Source: an optimization exercise on an open RTL-to-GDS flow (aim: small area and a short achievable clock period). Production flows keep margins and buffers that such runs may drop. Function was checked by simulation only, so behaviour that the tests miss may differ from the original. Power figures rest on the tool's default switching activity, not on a simulated workload.

==> flow/design.v <==
module perc_codec_exec (
    input  logic [15:0]       cmd,
    input  logic [7:0][31:0]  v,
    input  logic [7:0]        v_ok,
    input  logic [15:0][7:0]  sb,
    input  logic [15:0]       sb_ok,
    input  logic [4:0]        slen,
    input  logic              slen_ok,
    input  logic [31:0]       olen,
    input  logic              olen_ok,
    input  logic [15:0][7:0]  ib,
    input  logic [4:0]        ilen,
    output logic              do_fault,
    output logic [3:0]        fault_kind,
    output logic              do_status,
    output logic [7:0]        status,
    output logic [7:0]        v_we,
    output logic [7:0][31:0]  v_wd,
    output logic [15:0]       sb_we,
    output logic              slen_we,
    output logic              res_we,
    output logic [31:0]       res_wd,
    output logic              ob_we,
    output logic [15:0][7:0]  ob_wd,
    output logic [4:0]        oblen_wd
);
    localparam logic [7:0] ST_OK        = 8'd0;
    localparam logic [7:0] ST_MALFORMED = 8'd1;
    localparam logic [7:0] ST_INVALID   = 8'd2;
    localparam logic [3:0] FK_ILLEGAL   = 4'd1;
    localparam logic [3:0] FK_UNWRITTEN = 4'd2;
    localparam logic [3:0] FK_CONTRACT  = 4'd3;
    localparam logic [7:0] T_AST    = 8'h01;
    localparam logic [7:0] T_AL     = 8'h02;
    localparam logic [7:0] T_TOFF   = 8'h03;
    localparam logic [7:0] T_TSN    = 8'h04;
    localparam logic [7:0] T_CVO    = 8'h05;
    localparam logic [7:0] T_CVORAW = 8'h06;
    localparam logic [7:0] T_PDL    = 8'h07;
    localparam logic [7:0] T_VCT    = 8'h08;
    localparam logic [7:0] T_VT     = 8'h09;
    localparam logic [7:0] T_RSID   = 8'h0A;
    localparam logic [7:0] T_RRSID  = 8'h0B;
    localparam logic [7:0] T_FM     = 8'h0C;
    localparam int          PDL_G      = 10;
    localparam logic [31:0] PDL_MAX_MS = 32'd40950;
    localparam logic [31:0] NO_IDX     = 32'h0000_00FF;   
    localparam logic [7:0]  VCT_COUNT  = 8'd2;
    logic [3:0] cls, op;
    logic [7:0] arg;
    assign cls = cmd[15:12];
    assign op  = cmd[11:8];
    assign arg = cmd[7:0];
    logic fm_scalable;
    assign fm_scalable = (v[4] != 32'd0)
                      || (v[5] != 32'd0 && v[5] != NO_IDX)
                      || (v[6] != 32'd0 && v[6] != NO_IDX)
                      || (v[7] != 32'd0 && v[7] != NO_IDX);
    logic [11:0] pdl_min_raw, pdl_max_raw;
    assign pdl_min_raw = {ib[0], ib[1][7:4]};
    assign pdl_max_raw = {ib[1][3:0], ib[2]};
    logic [31:0] pdl_min_q, pdl_max_q;
    assign pdl_min_q = v[0] / PDL_G;
    assign pdl_max_q = v[1] / PDL_G;
    logic [15:0] slen_mask;    
    always_comb begin
        for (int i = 0; i < 16; i++) slen_mask[i] = (i < slen);
    end
    logic [15:0] ilen_mask;    
    always_comb begin
        for (int i = 0; i < 16; i++) ilen_mask[i] = (i < ilen);
    end
    logic [7:0] fm_b0;
    always_comb begin
        do_fault   = 1'b0;
        fault_kind = 4'd0;
        do_status  = 1'b0;
        status     = ST_OK;
        v_we       = '0;
        v_wd       = '0;
        sb_we      = '0;
        slen_we    = 1'b0;
        res_we     = 1'b0;
        res_wd     = '0;
        ob_we      = 1'b0;
        ob_wd      = '0;
        oblen_wd   = '0;
        fm_b0      = '0;
        if (cls != 4'h0) begin
            do_fault = 1'b1; fault_kind = FK_ILLEGAL;
        end else if (op == 4'h0 && arg >= 8'h01 && arg <= 8'h0C) begin
            do_status = 1'b1;
            case (arg)
                T_AST: begin
                    if (ilen != 5'd3) status = ST_MALFORMED;
                    else begin
                        v_we[0] = 1'b1;
                        v_wd[0] = {8'h00, ib[0], ib[1], ib[2]};
                    end
                end
                T_AL: begin
                    if (ilen != 5'd1) status = ST_MALFORMED;
                    else begin
                        v_we[1:0] = 2'b11;
                        v_wd[0] = {31'd0, ib[0][7]};
                        v_wd[1] = {25'd0, ib[0][6:0]};
                    end
                end
                T_TOFF: begin
                    if (ilen != 5'd3) status = ST_MALFORMED;
                    else begin
                        v_we[0] = 1'b1;
                        v_wd[0] = {{8{ib[0][7]}}, ib[0], ib[1], ib[2]};
                    end
                end
                T_TSN: begin
                    if (ilen != 5'd2) status = ST_MALFORMED;
                    else begin
                        v_we[0] = 1'b1;
                        v_wd[0] = {16'h0000, ib[0], ib[1]};
                    end
                end
                T_CVO: begin
                    if (ilen != 5'd1) status = ST_MALFORMED;
                    else begin
                        v_we[0] = 1'b1;
                        v_wd[0] = {30'd0, ib[0][1:0]};
                    end
                end
                T_CVORAW: begin
                    if (ilen != 5'd1) status = ST_MALFORMED;
                    else begin
                        v_we[0] = 1'b1;
                        v_wd[0] = {24'd0, ib[0]};
                    end
                end
                T_PDL: begin
                    if (ilen != 5'd3) status = ST_MALFORMED;
                    else if (pdl_min_raw > pdl_max_raw) status = ST_INVALID;
                    else begin
                        v_we[1:0] = 2'b11;
                        v_wd[0] = {20'd0, pdl_min_raw} * PDL_G;
                        v_wd[1] = {20'd0, pdl_max_raw} * PDL_G;
                    end
                end
                T_VCT: begin
                    if (ilen != 5'd1) status = ST_MALFORMED;
                    else if (ib[0] >= VCT_COUNT) status = ST_INVALID;
                    else begin
                        v_we[0] = 1'b1;
                        v_wd[0] = {24'd0, ib[0]};
                    end
                end
                T_VT: begin
                    if (ilen != 5'd12) status = ST_MALFORMED;
                    else begin
                        for (int k = 0; k < 6; k++) begin
                            v_we[k] = 1'b1;
                            v_wd[k] = {16'h0000, ib[2*k], ib[2*k+1]};
                        end
                    end
                end
                T_RSID, T_RRSID: begin
                    if (ilen > 5'd16) status = ST_MALFORMED;
                    else if (ilen == 5'd0) status = ST_INVALID;
                    else if (ib[0] == 8'h00) status = ST_INVALID;
                    else begin
                        sb_we   = ilen_mask;
                        slen_we = 1'b1;
                    end
                end
                default: begin  
                    if (ilen != 5'd1 && ilen != 5'd3) status = ST_MALFORMED;
                    else begin
                        v_we = 8'hFF;
                        v_wd[0] = {31'd0, ib[0][7]};
                        v_wd[1] = {31'd0, ib[0][6]};
                        v_wd[2] = {31'd0, ib[0][5]};
                        v_wd[3] = {31'd0, ib[0][4]};
                        if (ilen == 5'd3) begin
                            v_wd[4] = {31'd0, ib[0][3]};
                            v_wd[5] = {29'd0, ib[0][2:0]};
                            v_wd[6] = {24'd0, ib[1]};
                            v_wd[7] = {24'd0, ib[2]};
                        end
                    end
                end
            endcase
        end else if (op == 4'h1 && arg >= 8'h01 && arg <= 8'h0C) begin
            case (arg)
                T_AST: begin
                    if (!v_ok[0])                    begin do_fault = 1'b1; fault_kind = FK_UNWRITTEN; end
                    else if (v[0] > 32'h00FF_FFFF)   begin do_fault = 1'b1; fault_kind = FK_CONTRACT;  end
                    else if (!olen_ok)               begin do_fault = 1'b1; fault_kind = FK_UNWRITTEN; end
                    else if (olen != 32'd3)          begin do_fault = 1'b1; fault_kind = FK_CONTRACT;  end
                    else begin
                        ob_we = 1'b1; oblen_wd = 5'd3;
                        ob_wd[0] = v[0][23:16]; ob_wd[1] = v[0][15:8]; ob_wd[2] = v[0][7:0];
                    end
                end
                T_AL: begin
                    if (!v_ok[0] || !v_ok[1])        begin do_fault = 1'b1; fault_kind = FK_UNWRITTEN; end
                    else if (v[0] > 32'd1)           begin do_fault = 1'b1; fault_kind = FK_CONTRACT;  end
                    else if (v[1] > 32'd127)         begin do_fault = 1'b1; fault_kind = FK_CONTRACT;  end
                    else if (!olen_ok)               begin do_fault = 1'b1; fault_kind = FK_UNWRITTEN; end
                    else if (olen != 32'd1)          begin do_fault = 1'b1; fault_kind = FK_CONTRACT;  end
                    else begin
                        ob_we = 1'b1; oblen_wd = 5'd1;
                        ob_wd[0] = {v[0][0], v[1][6:0]};
                    end
                end
                T_TOFF: begin
                    if (!v_ok[0])                    begin do_fault = 1'b1; fault_kind = FK_UNWRITTEN; end
                    else if ($signed(v[0]) < -32'sd8388608 || $signed(v[0]) > 32'sd8388607)
                                                     begin do_fault = 1'b1; fault_kind = FK_CONTRACT;  end
                    else if (!olen_ok)               begin do_fault = 1'b1; fault_kind = FK_UNWRITTEN; end
                    else if (olen != 32'd3)          begin do_fault = 1'b1; fault_kind = FK_CONTRACT;  end
                    else begin
                        ob_we = 1'b1; oblen_wd = 5'd3;
                        ob_wd[0] = v[0][23:16]; ob_wd[1] = v[0][15:8]; ob_wd[2] = v[0][7:0];
                    end
                end
                T_TSN: begin
                    if (!v_ok[0])                    begin do_fault = 1'b1; fault_kind = FK_UNWRITTEN; end
                    else if (v[0] > 32'h0000_FFFF)   begin do_fault = 1'b1; fault_kind = FK_CONTRACT;  end
                    else if (!olen_ok)               begin do_fault = 1'b1; fault_kind = FK_UNWRITTEN; end
                    else if (olen != 32'd2)          begin do_fault = 1'b1; fault_kind = FK_CONTRACT;  end
                    else begin
                        ob_we = 1'b1; oblen_wd = 5'd2;
                        ob_wd[0] = v[0][15:8]; ob_wd[1] = v[0][7:0];
                    end
                end
                T_CVO: begin
                    if (!v_ok[0])                    begin do_fault = 1'b1; fault_kind = FK_UNWRITTEN; end
                    else if (v[0] > 32'd3)           begin do_fault = 1'b1; fault_kind = FK_CONTRACT;  end
                    else if (!olen_ok)               begin do_fault = 1'b1; fault_kind = FK_UNWRITTEN; end
                    else if (olen != 32'd1)          begin do_fault = 1'b1; fault_kind = FK_CONTRACT;  end
                    else begin
                        ob_we = 1'b1; oblen_wd = 5'd1;
                        ob_wd[0] = {6'd0, v[0][1:0]};
                    end
                end
                T_CVORAW: begin
                    if (!v_ok[0])                    begin do_fault = 1'b1; fault_kind = FK_UNWRITTEN; end
                    else if (v[0] > 32'h0000_00FF)   begin do_fault = 1'b1; fault_kind = FK_CONTRACT;  end
                    else if (!olen_ok)               begin do_fault = 1'b1; fault_kind = FK_UNWRITTEN; end
                    else if (olen != 32'd1)          begin do_fault = 1'b1; fault_kind = FK_CONTRACT;  end
                    else begin
                        ob_we = 1'b1; oblen_wd = 5'd1;
                        ob_wd[0] = v[0][7:0];
                    end
                end
                T_PDL: begin
                    if (!v_ok[0] || !v_ok[1])        begin do_fault = 1'b1; fault_kind = FK_UNWRITTEN; end
                    else if ($signed(v[0]) < 0 || $signed(v[0]) > $signed(v[1]) ||
                             $signed(v[1]) > $signed(PDL_MAX_MS))
                                                     begin do_fault = 1'b1; fault_kind = FK_CONTRACT;  end
                    else if (!olen_ok)               begin do_fault = 1'b1; fault_kind = FK_UNWRITTEN; end
                    else if (olen != 32'd3)          begin do_fault = 1'b1; fault_kind = FK_CONTRACT;  end
                    else begin
                        ob_we = 1'b1; oblen_wd = 5'd3;
                        ob_wd[0] = pdl_min_q[11:4];
                        ob_wd[1] = {pdl_min_q[3:0], pdl_max_q[11:8]};
                        ob_wd[2] = pdl_max_q[7:0];
                    end
                end
                T_VCT: begin
                    if (!v_ok[0])                    begin do_fault = 1'b1; fault_kind = FK_UNWRITTEN; end
                    else if (v[0] >= {24'd0, VCT_COUNT})
                                                     begin do_fault = 1'b1; fault_kind = FK_CONTRACT;  end
                    else if (!olen_ok)               begin do_fault = 1'b1; fault_kind = FK_UNWRITTEN; end
                    else if (olen != 32'd1)          begin do_fault = 1'b1; fault_kind = FK_CONTRACT;  end
                    else begin
                        ob_we = 1'b1; oblen_wd = 5'd1;
                        ob_wd[0] = v[0][7:0];
                    end
                end
                T_VT: begin
                    if (v_ok[5:0] != 6'h3F)          begin do_fault = 1'b1; fault_kind = FK_UNWRITTEN; end
                    else if (v[0] > 32'hFFFF || v[1] > 32'hFFFF || v[2] > 32'hFFFF ||
                             v[3] > 32'hFFFF || v[4] > 32'hFFFF || v[5] > 32'hFFFF)
                                                     begin do_fault = 1'b1; fault_kind = FK_CONTRACT;  end
                    else if (!olen_ok)               begin do_fault = 1'b1; fault_kind = FK_UNWRITTEN; end
                    else if (olen != 32'd12)         begin do_fault = 1'b1; fault_kind = FK_CONTRACT;  end
                    else begin
                        ob_we = 1'b1; oblen_wd = 5'd12;
                        for (int k = 0; k < 6; k++) begin
                            ob_wd[2*k]   = v[k][15:8];
                            ob_wd[2*k+1] = v[k][7:0];
                        end
                    end
                end
                T_RSID, T_RRSID: begin
                    if (!slen_ok)                    begin do_fault = 1'b1; fault_kind = FK_UNWRITTEN; end
                    else if (slen == 5'd0 || slen > 5'd16)
                                                     begin do_fault = 1'b1; fault_kind = FK_CONTRACT;  end
                    else if ((sb_ok & slen_mask) != slen_mask)
                                                     begin do_fault = 1'b1; fault_kind = FK_UNWRITTEN; end
                    else if (sb[0] == 8'h00)         begin do_fault = 1'b1; fault_kind = FK_CONTRACT;  end
                    else if (!olen_ok)               begin do_fault = 1'b1; fault_kind = FK_UNWRITTEN; end
                    else if (olen != {27'd0, slen})  begin do_fault = 1'b1; fault_kind = FK_CONTRACT;  end
                    else begin
                        ob_we = 1'b1; oblen_wd = slen;
                        ob_wd = sb;
                    end
                end
                default: begin  
                    if (v_ok != 8'hFF)               begin do_fault = 1'b1; fault_kind = FK_UNWRITTEN; end
                    else if (v[0] > 32'd1 || v[1] > 32'd1 || v[2] > 32'd1 || v[3] > 32'd1 || v[4] > 32'd1)
                                                     begin do_fault = 1'b1; fault_kind = FK_CONTRACT;  end
                    else if (v[5] > 32'd7 && v[5] != NO_IDX)
                                                     begin do_fault = 1'b1; fault_kind = FK_CONTRACT;  end
                    else if (v[6] > 32'hFF || v[7] > 32'hFF)
                                                     begin do_fault = 1'b1; fault_kind = FK_CONTRACT;  end
                    else if (!olen_ok)               begin do_fault = 1'b1; fault_kind = FK_UNWRITTEN; end
                    else if (olen != (fm_scalable ? 32'd3 : 32'd1))
                                                     begin do_fault = 1'b1; fault_kind = FK_CONTRACT;  end
                    else begin
                        ob_we = 1'b1;
                        fm_b0 = {v[0][0], v[1][0], v[2][0], v[3][0], 4'h0};
                        if (fm_scalable) begin
                            oblen_wd = 5'd3;
                            ob_wd[0] = fm_b0 | {4'h0, v[4][0], v[5][2:0]};
                            ob_wd[1] = v[6][7:0];
                            ob_wd[2] = v[7][7:0];
                        end else begin
                            oblen_wd = 5'd1;
                            ob_wd[0] = fm_b0;
                        end
                    end
                end
            endcase
            if (!do_fault) do_status = 1'b1;
        end else if (op == 4'h2 && arg >= 8'h01 && arg <= 8'h0C) begin
            case (arg)
                T_AST, T_TOFF, T_PDL: begin res_we = 1'b1; res_wd = 32'd3;  end
                T_AL, T_CVO, T_CVORAW, T_VCT: begin res_we = 1'b1; res_wd = 32'd1; end
                T_TSN:                begin res_we = 1'b1; res_wd = 32'd2;  end
                T_VT:                 begin res_we = 1'b1; res_wd = 32'd12; end
                T_RSID, T_RRSID: begin
                    if (!slen_ok) begin do_fault = 1'b1; fault_kind = FK_UNWRITTEN; end
                    else begin res_we = 1'b1; res_wd = {27'd0, slen}; end
                end
                default: begin  
                    if (v_ok[7:4] != 4'hF) begin do_fault = 1'b1; fault_kind = FK_UNWRITTEN; end
                    else begin res_we = 1'b1; res_wd = fm_scalable ? 32'd3 : 32'd1; end
                end
            endcase
            if (!do_fault) do_status = 1'b1;
        end else if (op == 4'h3 && arg == T_FM) begin
            if (v_ok[2:0] != 3'b111)                 begin do_fault = 1'b1; fault_kind = FK_UNWRITTEN; end
            else if (v[0] > 32'hFF || v[1] > 32'd1 || v[2] > 32'd1)
                                                     begin do_fault = 1'b1; fault_kind = FK_CONTRACT;  end
            else begin
                res_we    = 1'b1;
                res_wd    = {24'd0, 3'b000, v[1][0], v[0][2:0], v[2][0]};
                do_status = 1'b1;
            end
        end else begin
            do_fault = 1'b1; fault_kind = FK_ILLEGAL;
        end
    end
endmodule
module perc_codec (
    input  logic        clk,
    input  logic        rst,         
    input  logic        wr_en,
    input  logic [5:0]  wr_addr,
    input  logic [31:0] wr_data,
    input  logic        cmd_valid,
    input  logic [15:0] cmd,
    input  logic [5:0]  rd_addr,
    output logic [31:0] rd_data,
    output logic        halted
);
    localparam logic [5:0] A_V0     = 6'h00;   
    localparam logic [5:0] A_SB0    = 6'h08;   
    localparam logic [5:0] A_SLEN   = 6'h0C;
    localparam logic [5:0] A_OLEN   = 6'h0D;
    localparam logic [5:0] A_ILEN   = 6'h0E;
    localparam logic [5:0] A_IB0    = 6'h10;   
    localparam logic [5:0] A_STATUS = 6'h18;
    localparam logic [5:0] A_RES    = 6'h19;
    localparam logic [5:0] A_FAULT  = 6'h1A;
    localparam logic [5:0] A_FCMD   = 6'h1B;
    localparam logic [5:0] A_OBLEN  = 6'h1C;
    localparam logic [5:0] A_OB0    = 6'h20;   
    logic [7:0][31:0] v;
    logic [7:0]       v_ok;
    logic [15:0][7:0] sb;
    logic [15:0]      sb_ok;
    logic [4:0]       slen;
    logic             slen_ok;
    logic [31:0]      olen;
    logic             olen_ok;
    logic [15:0][7:0] ib;
    logic [4:0]       ilen;
    logic [7:0]       status;
    logic             status_ok;
    logic [31:0]      res;
    logic             res_ok;
    logic             flt;
    logic [3:0]       kind;
    logic [15:0]      fcmd;
    logic [15:0][7:0] ob;
    logic [4:0]       oblen;
    logic             x_fault;
    logic [3:0]       x_kind;
    logic             x_status_we;
    logic [7:0]       x_status;
    logic [7:0]       x_v_we;
    logic [7:0][31:0] x_v_wd;
    logic [15:0]      x_sb_we;
    logic             x_slen_we;
    logic             x_res_we;
    logic [31:0]      x_res_wd;
    logic             x_ob_we;
    logic [15:0][7:0] x_ob_wd;
    logic [4:0]       x_oblen_wd;
    perc_codec_exec u_exec (
        .cmd        (cmd),
        .v          (v),
        .v_ok       (v_ok),
        .sb         (sb),
        .sb_ok      (sb_ok),
        .slen       (slen),
        .slen_ok    (slen_ok),
        .olen       (olen),
        .olen_ok    (olen_ok),
        .ib         (ib),
        .ilen       (ilen),
        .do_fault   (x_fault),
        .fault_kind (x_kind),
        .do_status  (x_status_we),
        .status     (x_status),
        .v_we       (x_v_we),
        .v_wd       (x_v_wd),
        .sb_we      (x_sb_we),
        .slen_we    (x_slen_we),
        .res_we     (x_res_we),
        .res_wd     (x_res_wd),
        .ob_we      (x_ob_we),
        .ob_wd      (x_ob_wd),
        .oblen_wd   (x_oblen_wd)
    );
    logic run;   
    assign run = cmd_valid && !flt;
    logic commit;   
    assign commit = run && !x_fault;
    always_ff @(posedge clk) begin
        if (wr_en) begin
            for (int i = 0; i < 8; i++)
                if (wr_addr == A_V0 + 6'(i)) v[i] <= wr_data;
            for (int w = 0; w < 4; w++)
                if (wr_addr == A_SB0 + 6'(w)) begin
                    sb[4*w]   <= wr_data[31:24];
                    sb[4*w+1] <= wr_data[23:16];
                    sb[4*w+2] <= wr_data[15:8];
                    sb[4*w+3] <= wr_data[7:0];
                end
            for (int w = 0; w < 4; w++)
                if (wr_addr == A_IB0 + 6'(w)) begin
                    ib[4*w]   <= wr_data[31:24];
                    ib[4*w+1] <= wr_data[23:16];
                    ib[4*w+2] <= wr_data[15:8];
                    ib[4*w+3] <= wr_data[7:0];
                end
            if (wr_addr == A_SLEN) slen <= wr_data[4:0];
            if (wr_addr == A_OLEN) olen <= wr_data;
        end else if (commit) begin
            for (int i = 0; i < 8; i++)
                if (x_v_we[i]) v[i] <= x_v_wd[i];
            for (int i = 0; i < 16; i++)
                if (x_sb_we[i]) sb[i] <= ib[i];
            if (x_slen_we) slen <= ilen;
        end
    end
    always_ff @(posedge clk) begin
        if (commit) begin
            if (x_status_we) status <= x_status;
            if (x_res_we)    res    <= x_res_wd;
            if (x_ob_we)     ob     <= x_ob_wd;
        end
        if (run && x_fault) fcmd <= cmd;
    end
    always_ff @(posedge clk) begin
        if (rst) begin
            v_ok      <= '0;
            sb_ok     <= '0;
            slen_ok   <= 1'b0;
            olen_ok   <= 1'b0;
            ilen      <= '0;
            status_ok <= 1'b0;
            res_ok    <= 1'b0;
            flt       <= 1'b0;
            kind      <= '0;
            oblen     <= '0;
        end else if (wr_en) begin
            for (int i = 0; i < 8; i++)
                if (wr_addr == A_V0 + 6'(i)) v_ok[i] <= 1'b1;
            for (int w = 0; w < 4; w++)
                if (wr_addr == A_SB0 + 6'(w)) sb_ok[4*w +: 4] <= 4'hF;
            if (wr_addr == A_SLEN) slen_ok <= 1'b1;
            if (wr_addr == A_OLEN) olen_ok <= 1'b1;
            if (wr_addr == A_ILEN) ilen    <= wr_data[4:0];
        end else if (run) begin
            if (x_fault) begin
                flt  <= 1'b1;
                kind <= x_kind;
            end else begin
                v_ok  <= v_ok | x_v_we;
                sb_ok <= sb_ok | x_sb_we;
                if (x_slen_we)   slen_ok   <= 1'b1;
                if (x_status_we) status_ok <= 1'b1;
                if (x_res_we)    res_ok    <= 1'b1;
                if (x_ob_we)     oblen     <= x_oblen_wd;
            end
        end
    end
    logic fcmd_ok;
    assign fcmd_ok = flt;
    always_comb begin
        rd_data = 32'd0;
        case (rd_addr)
            6'h00, 6'h01, 6'h02, 6'h03, 6'h04, 6'h05, 6'h06, 6'h07:
                rd_data = v_ok[rd_addr[2:0]] ? v[rd_addr[2:0]] : 32'd0;
            6'h08, 6'h09, 6'h0A, 6'h0B: begin
                for (int j = 0; j < 4; j++)
                    if (sb_ok[4*rd_addr[1:0] + j])
                        rd_data[31-8*j -: 8] = sb[4*rd_addr[1:0] + j];
            end
            A_SLEN:   rd_data = slen_ok ? {27'd0, slen} : 32'd0;
            A_OLEN:   rd_data = olen_ok ? olen : 32'd0;
            A_ILEN:   rd_data = {27'd0, ilen};
            A_STATUS: rd_data = status_ok ? {24'd0, status} : 32'd0;
            A_RES:    rd_data = res_ok ? res : 32'd0;
            A_FAULT:  rd_data = {16'd0, 8'd0, kind, 3'd0, flt};
            A_FCMD:   rd_data = fcmd_ok ? {16'd0, fcmd} : 32'd0;
            A_OBLEN:  rd_data = {27'd0, oblen};
            A_OB0, A_OB0 + 6'd1, A_OB0 + 6'd2, A_OB0 + 6'd3: begin
                for (int j = 0; j < 4; j++)
                    if ({1'b0, rd_addr[1:0], 2'(j)} < oblen)
                        rd_data[31-8*j -: 8] = ob[4*rd_addr[1:0] + j];
            end
            default:  rd_data = 32'd0;
        endcase
    end
    assign halted = flt;
endmodule
==> flow/run.sh <==
#!/bin/bash
# synth_recipe.tcl (not shown) runs the flow's synth.tcl, then flattens the netlist and writes it again
# the make line also repeats each setting of config.mk as NAME=value (left out here)
make -C /OpenROAD-flow-scripts/flow DESIGN_CONFIG=/design/flow/config.mk WORK_HOME=/design/flow/orfs CLKGATE_MAP_FILE= SYNTH_SCRIPT=/design/flow/synth_recipe.tcl finish
==> flow/config.mk <==
export PLATFORM = sky130hd
export DESIGN_NAME = perc_codec
export DESIGN_NICKNAME = perc_codec
export VERILOG_FILES = /design/flow/design.v
export SDC_FILE = /design/flow/constraint.sdc
export NUM_CORES = 4
export LEC_CHECK = 0
export CAP_MARGIN = 20
export CORE_MARGIN = 2
export CORE_UTILIZATION = 40
export SLEW_MARGIN = 20
==> flow/constraint.sdc <==
create_clock -name core_clock -period 18.0 [get_ports {clk}]
set_input_delay 3.6000 -clock core_clock [delete_from_list [all_inputs] [get_ports {clk}]]
set_output_delay 3.6000 -clock core_clock [all_outputs]
set_load 0.01 [all_outputs]
==> reports/metrics.cfg <==
[grt]
grt_util_all_layers_pct = 31.0
grt_pass1_vias = 36140
number_of_antenna_violations_at_the_first_check_in_global_routing = 10
global_route_wire_length_before_repair_mm = 261
grt-ovfl-total = 0
grt_start_max_net_pins = 73

[cts]
cts_buffer_depth = 3
cts_tree = yes
clock_insertion_delay_worst_skew_ps = 670
cts_hold_repair.buffers = 0
postCtsSetupBuffers = 0
tritoncts.num_buffers = 77
clk_pin_slew_worst_paths_ps = 70
cts_resized = 0
clk_root_buffer_cell = clkbuf_16
cts.sinks = 741
cts-htree-levels = 3

[sta]
layout_worst_path_cycle_share_pct = 77.0
clock-skew-final_ps = 40.0
setup-violations-final = 0
grt_setup_unrepaired = false
final_period_minus_worst_setup_slack_ps = 13860
tightest_slew_margin_relative_to_the_limit_pct = 15.0
timing.fmax_mhz = 72.2
tightest_slew_ps = 1260
finalHoldViolations = 0
slew_violations = 0
worst_hold_slack_ps = 482
finalSetupTns_ps = 0

[floorplan]
die_h_um = 338
floorplan.core_area_um2 = 111000
fp.dieArea_um2 = 115000
row_count = 122
die_w_um = 338
ioPinCount = 97
floorplan.initialDensity_pct = 40.4

[logic_synthesis]
synth_top_family_by_area = compound AO/OA/AOI/OAI gates
synthesis.instances = 4177
syn_avg_cell_area_um2 = 10.7
ys_ff_latch = 741
synth.yosys.seq_area_share_pct = 48.8
synth_mux_area_share_pct = 8.52
synth_edf_count = 700
synth_compound_gate_area_share_pct = 19.8
synth_simple_gate_area_share_pct = 14.9
ys_dominant_reg_cell = edfxtp_1
synthAdderAreaFrac_pct = 2.68
synth.lib_cells_used.distinct = 122
synth_xor_area_share_pct = 1.13
ys.warnings.count = 2
syn-cell-area_um2 = 44700
synth.net_count = 4330
synth-async-reset-ratio_pct = 0

[power]
switching_share_pct = 24.3
total_leakage_power_nw = 16.6
vdd_ir_drop_max_v = 0.0000953
power_density_nw_per_um2 = 78.1
internal_power_mw = 2.95
pwr-share-seq_pct = 49.8
clock_power_share_pct = 42.9
switchingPower_mw = 0.949
totalPowerFinal_mw = 3.90
comb_power_share_pct = 7.4

[final_layout]
layout.filler_cells = 10357
post-route-util_pct = 45.1
sequential_cell_area_um2 = 21800
post_route_cells_drive_above_1_share_pct = 11.1
multi_input_area_um2 = 21300
final_nets = 4308
fin_area_um2 = 49900
flow.area_growth_from_synthesis_pct = 11.6

[place]
finalWeightedCongestion = 1.03
post_dp_cell_area_um2 = 47300
detailed_place_hpwl_mm = 134
io_buf_count = 96

[route]
drc = 0
detail-route-antenna-nets = 0
drt_iter0_markers = 6231
via_count = 38900
via_per_inst = 6.81
drt_pass_1_iters = 9
route.final.wire_length_mm = 183
avgRoutedWirePerCell_um = 32.1

[setup_path]
critPathMaxFanout = 26
cp_data_required_time_ps = 18520
worstSetupPathType = flop to flop
slowest_stage_cell_cp = edfxtp_1
reg2reg_slack_ps = 4140
crit_path_max_incr_delay_ps = 970
worst_setup_path_end_kind = flop
startpoint_type = flop
arrival_ps = 14380

[outcome]
status = no timing/DRC/antenna violations

[worst_hold_path]
min_path_type = flop to flop

[job]
drv_cap = 0

[cells by family (layout without fill, tap and decap cells)]
kind of cell / Yosys count / after routing
AO/OA/AOI/OAI: 1246 / 1246
XOR/XNOR: 55 / 55
adder cells (fa/ha/maj): 96 / 96
buffers and inverters: 476 / 516
flip-flops: 741 / 741
multiplexers: 210 / 210
other: 0 / 4
AND/OR/NAND/NOR: 1353 / 1353
[worst max-delay path: cells and delay by family (launching register included)]
family | cells | cell delay, ps
and+or+nand+nor | 12 | 4390
muxes | 2 | 540
AOI/OAI and AO/OA | 19 | 7110
DFF | 1 | 970
xor gates and xnor gates | 1 | 680
[per-stage QoR]
step                      setup slack (ps)  instances
after floorplan                       7610       4177
after global placement                3960       5562
after detailed placement              4110       5563
after CTS                             4050       5704
after global routing                  3010       5705
final                                 4140       5709
[power groups by stage]
stage | registers [mW] | clock network (mW) | logic [mW]
after floorplan | 1.96 | 0 | 0.171
after CTS | 1.94 | 1.68 | 0.280
after global placement | 1.98 | 0 | 0.278
after global routing | 1.94 | 1.75 | 0.302
final | 1.94 | 1.67 | 0.287
after detailed placement | 1.98 | 0 | 0.279
[sequential cells by signal (all words and copies together) (netlist names)]
| signal | count |
|---|---|
| fcmd | 16 |
| flt | 1 |
| ib | 128 |
| ilen | 5 |
| kind | 2 |
| ob | 128 |
| oblen | 5 |
| olen | 32 |
| olen_ok | 1 |
| res | 5 |
| res_ok | 1 |
| sb | 128 |
| sb_ok | 16 |
| slen | 5 |
| slen_ok | 1 |
| status | 2 |
| status_ok | 1 |
| v | 256 |
| v_ok | 8 |
[synthesized netlist by cell type, drive strengths merged, types with 23 or more instances]
cell type  number  area share (%)
edfxtp        700              47
nand2         371             3.1
nor2          355             3.0
o21ai         278             3.1
clkbuf        218             1.8
a21oi         184             2.1
inv           170             1.4
mux4          135             6.8
a22oi          98             1.6
nor4           98             1.4
a21o           96             1.6
nor3           89             1.1
ha             87             2.4
nand3          87            0.97
buf            74            0.76
nand4          69            0.96
mux2i          63             1.4
and3           60            0.85
a31oi          44            0.62
xnor2          42            0.86
a211oi         41            0.74
dfxtp          41             1.8
a222oi         40            0.89
a221oi         39            0.78
nand2b         38            0.53
a21boi         36            0.60
o211ai         35            0.59
nor2b          34            0.48
o22ai          29            0.43
a2111oi        27            0.68
o2111ai        27            0.53
o31ai          27            0.50
or3            26            0.36
and2           23            0.33
nor3b          23            0.41
[cells in the final DEF (no fill, tap or decap), types with 27 or more instances in the layout]
| cell type | count |
|---|---|
| o211ai_1 | 35 |
| a21boi_0 | 35 |
| a221oi_1 | 38 |
| ha_1 | 87 |
| nand2b_1 | 37 |
| mux4_2 | 135 |
| inv_1 | 167 |
| nor4_1 | 95 |
| clkbuf_16 | 77 |
| buf_4 | 94 |
| a21oi_1 | 178 |
| nand3_1 | 87 |
| xnor2_1 | 40 |
| nor2b_1 | 32 |
| nand4_1 | 69 |
| a22oi_1 | 98 |
| nor3_1 | 80 |
| nor2_1 | 344 |
| o21ai_0 | 254 |
| dfxtp_1 | 41 |
| edfxtp_1 | 700 |
| a31oi_1 | 44 |
| a21o_1 | 96 |
| and3_1 | 59 |
| nand2_1 | 369 |
| o2111ai_1 | 27 |
| a222oi_1 | 40 |
| a211oi_1 | 38 |
| clkdlybuf4s50_1 | 92 |
| mux2i_1 | 62 |
[final timing paths]
kind,start,end,cells past startpoint
setup / recovery,v[29],ob[12],34
hold / removal,res_ok,res_ok,2
setup reg to reg,v[29],ob[12],34
hold reg to reg,res_ok,res_ok,2
[layout make-up]
type	instances	area share (%)
Clock inverter	54	1.29
Tap cell	1488	3.73
Multi-Input combinational cell	2960	42.6
Inverter	184	1.39
Timing Repair Buffer	191	3.35
Antenna cell	4	0.0200
Clock buffer	87	3.93
Sequential cell	741	43.7
[per-layer routing]
layer	track usage, %	vias to the layer above	share of wire (%)
met5	0	-	0.035
met4	16.1	10	6.0
met3	8.57	525	13
met2	46.6	2819	43
met1	40.9	19152	38
li1	-	16394	-

-- what the ideal ports hide --
Ports are ideal in the flow. The routed layout listed here was re-timed in OpenROAD.
Step 1, drivers: a clkbuf_16 drives clk and a buf_2 each remaining input, both assumed.
Step 2 also shifts input and output timing later by t, the mid clock arrival at the registers, as if the neighbouring blocks saw the same clock.
Three values: ideal ports, drivers, drivers and shift; two values: the first two.
t (ns): 0.708
slack for setup (ns): 4.143 / 4.143 / 4.143
hold slack, ns: 0.482 / 0.482 / 0.482
worst setup path at the end: register to register
slew at the worst register clock pin (ns): 0.07 / 0.07
After both steps this run still meets setup and hold. For this run, drivers alone change the setup slack by 0.000 ns; drivers and shift together by 0.000 ns.
